Source: an optimization exercise on an open RTL-to-GDS flow (aim: small area, a short achievable clock period and few clock cycles). Production flows keep margins and buffers that such runs may drop.
At most, simulation tests tie the RTL to the original design; equivalence was not proved.
Power figures rest on the tool's default switching activity, not on a simulated workload.

Setup of run K:
Design cfc, start of the top module:
module cfc (
    input  wire         clk,
    input  wire         rst,            
    input  wire         cmd_valid,
    output wire         cmd_ready,
    input  wire [7:0]   cmd_word,
    input  wire         cmd_fmt,        
    input  wire [31:0]  cmd_id,         
    input  wire         cmd_rtr,
    input  wire [3:0]   cmd_dlc,
    input  wire [3:0]   cmd_len,
    input  wire [63:0]  cmd_data,
    input  wire [7:0]   cmd_mode,       
    input  wire [103:0] cmd_image,      
    input  wire [7:0]   cmd_byte,       
    input  wire [31:0]  cmd_cls,        
    input  wire [7:0]   cmd_index,      
    output wire         rsp_valid,
    output wire [3:0]   rsp_result,
    output wire         rsp_frame_some,
    output wire         rsp_fmt,
    output wire [28:0]  rsp_id,
    output wire         rsp_rtr,
    output wire [3:0]   rsp_dlc,
    output reg  [63:0]  rsp_data,
    output wire [103:0] rsp_image,
    output reg  [12:0]  rsp_image_wr,
    output wire [11:0]  rsp_status,
    output wire [7:0]   rsp_mode,
    output wire         rsp_ecc_cap_some,
    output wire [7:0]   rsp_ecc_cap,
    output wire         rsp_alc_cap_some,
    output wire [7:0]   rsp_alc_cap,
    output wire [1:0]   rsp_ecc_errc,
    output wire         rsp_ecc_dir,
  ...
Settings: LEC_CHECK=0, CAP_MARGIN=20, CORE_MARGIN=2, CORE_UTILIZATION=40, SETUP_SLACK_MARGIN=5, SLEW_MARGIN=20; clock period 8.0 ns.
standard.sh (not shown) runs the stock make flow with config.mk's settings and CLKGATE_MAP_FILE= SYNTH_SCRIPT=/design/flow/synth_recipe.tcl, a recipe that flattens the netlist after the stock synthesis.
==> flow/flow/run.sh <==
#!/bin/bash
# Layout flow: the standard flow (standard.sh, unchanged synthesis),
# with the port buffers made of sky130_fd_sc_hd__buf_2 cells.
set -o pipefail
export BUFFER_PORTS_ARGS="-buffer_cell sky130_fd_sc_hd__buf_2"
bash standard.sh > standard.log 2>&1
For run P, these inputs were changed with respect to run K:
diff --git a/flow/design.v b/flow/design.v
--- a/flow/design.v
+++ b/flow/design.v
@@ -667,17 +667,24 @@
                         acc_n  = 1'b1;
                         evph_n = 1'b0;
                     end
                 end
                 default: ;
                 endcase
             end
         end else if (acc && bus_ready) begin
-            begin
+            if (bus_noresp) begin
+                dev_fault_n = 1'b1;
+                res_n       = R_DEV_NOT_RESP;
+                pd_done_n   = 1'b0;
+                pd_wake_n   = 1'b0;
+                pd_frame_n  = 1'b0;
+                end_access;
+            end else begin
                 case (phase)
                 P_TX_BUF: begin
                     if (last_byte) begin
                         tx_busy_n = 1'b1;
                         go_phase(P_TX_CMD, 1'b1, 7'd1,
                                  {3'b000, mode_stm, 2'b00, op_ss, ~mode_stm});
                     end else begin
                         bus_addr_n  = {3'b001, k + 4'd1};
@@ -774,43 +781,16 @@
                     tx_busy_n  = 1'b0;
                     done_bit_n = bus_rdata[3];
                     pd_done_n  = 1'b1;
                     end_access;
                 end
                 default: end_access;
                 endcase
             end
-            if (bus_noresp) begin
-                initialized_n  = initialized;
-                msg_waiting_n  = msg_waiting;
-                bus_on_n       = bus_on;
-                tx_busy_n      = tx_busy;
-                err_warning_n  = err_warning;
-                data_overrun_n = data_overrun;
-                err_passive_n  = err_passive;
-                arb_lost_n     = arb_lost;
-                bus_error_n    = bus_error;
-                bus_class_n    = bus_class;
-                mode_rm_n      = mode_rm;
-                mode_lom_n     = mode_lom;
-                mode_stm_n     = mode_stm;
-                mode_sm_n      = mode_sm;
-                ecc_valid_n    = ecc_valid;
-                alc_valid_n    = alc_valid;
-                ecc_cap_n      = ecc_cap;
-                alc_cap_n      = alc_cap;
-                do_apply       = 1'b0;
-                dev_fault_n    = 1'b1;
-                res_n          = R_DEV_NOT_RESP;
-                pd_done_n      = 1'b0;
-                pd_wake_n      = 1'b0;
-                pd_frame_n     = 1'b0;
-                end_access;
-            end
         end
         chg_m = chg_n | (!no_chg && (status_n != status_word[10:0]));
     end
     reg  [1:0] bus_class_f;
     reg        bus_on_f, err_warning_f, err_passive_f, mode_rm_f;
     always @(*) begin
         bus_class_f   = bus_class_n;
         bus_on_f      = bus_on_n;
==> summary.txt <==
- Worst setup path startpoint: busy1$_SDFF_PP0_ -> run P, one_ev$_SDFF_PP0_ -> run K
- On part of the power in the clock network: run P sits below run K.
- The clock-buffer cell count in run P was higher than what run K gave.
- Run P packs its core looser than run K.
- [compare] base=run K new=run P: post-route standard cell area excluding fillers saw a decrease, total power went down by 260 uW, first-pass GRT wire length lower.
Testbench counts of run P, summed over its fixed seeds: cycles 93,800.
No functional check of the RTL was part of run K.

[re-timing with driven ports]
The results above use ideal ports. As a check the final layouts listed here were re-extracted and re-timed, cells and wires unchanged. Step 1 (the two cells are an assumption about what drives the block):
set clk [get_ports {clk}]
set_driving_cell -lib_cell sky130_fd_sc_hd__clkbuf_16 $clk
set_driving_cell -lib_cell sky130_fd_sc_hd__buf_2 [delete_from_list [all_inputs] $clk]
Step 2 adds t to the input delays and takes it off the output delays; t is the mean of the earliest and latest rising clock arrival at the registers after step 1. Input paths then give back, and output paths get back, about the clock's delay inside the block. Slacks: ideal / step 1 / step 2; pairs: ideal / step 1.
run	t, ns	setup slack, ns	worst setup path at the end	latest minus earliest clock arrival (ns)
run K	0.600	4.893 / 4.840 / 4.385	input to register	0.016 / 0.016
run P	0.594	4.932 / 4.878 / 4.371	input to register	0.010 / 0.010
After both steps setup and hold are still met in every run listed. For run P, which loses most, drivers alone change the setup slack by -0.054 ns; drivers and shift together by -0.561 ns.
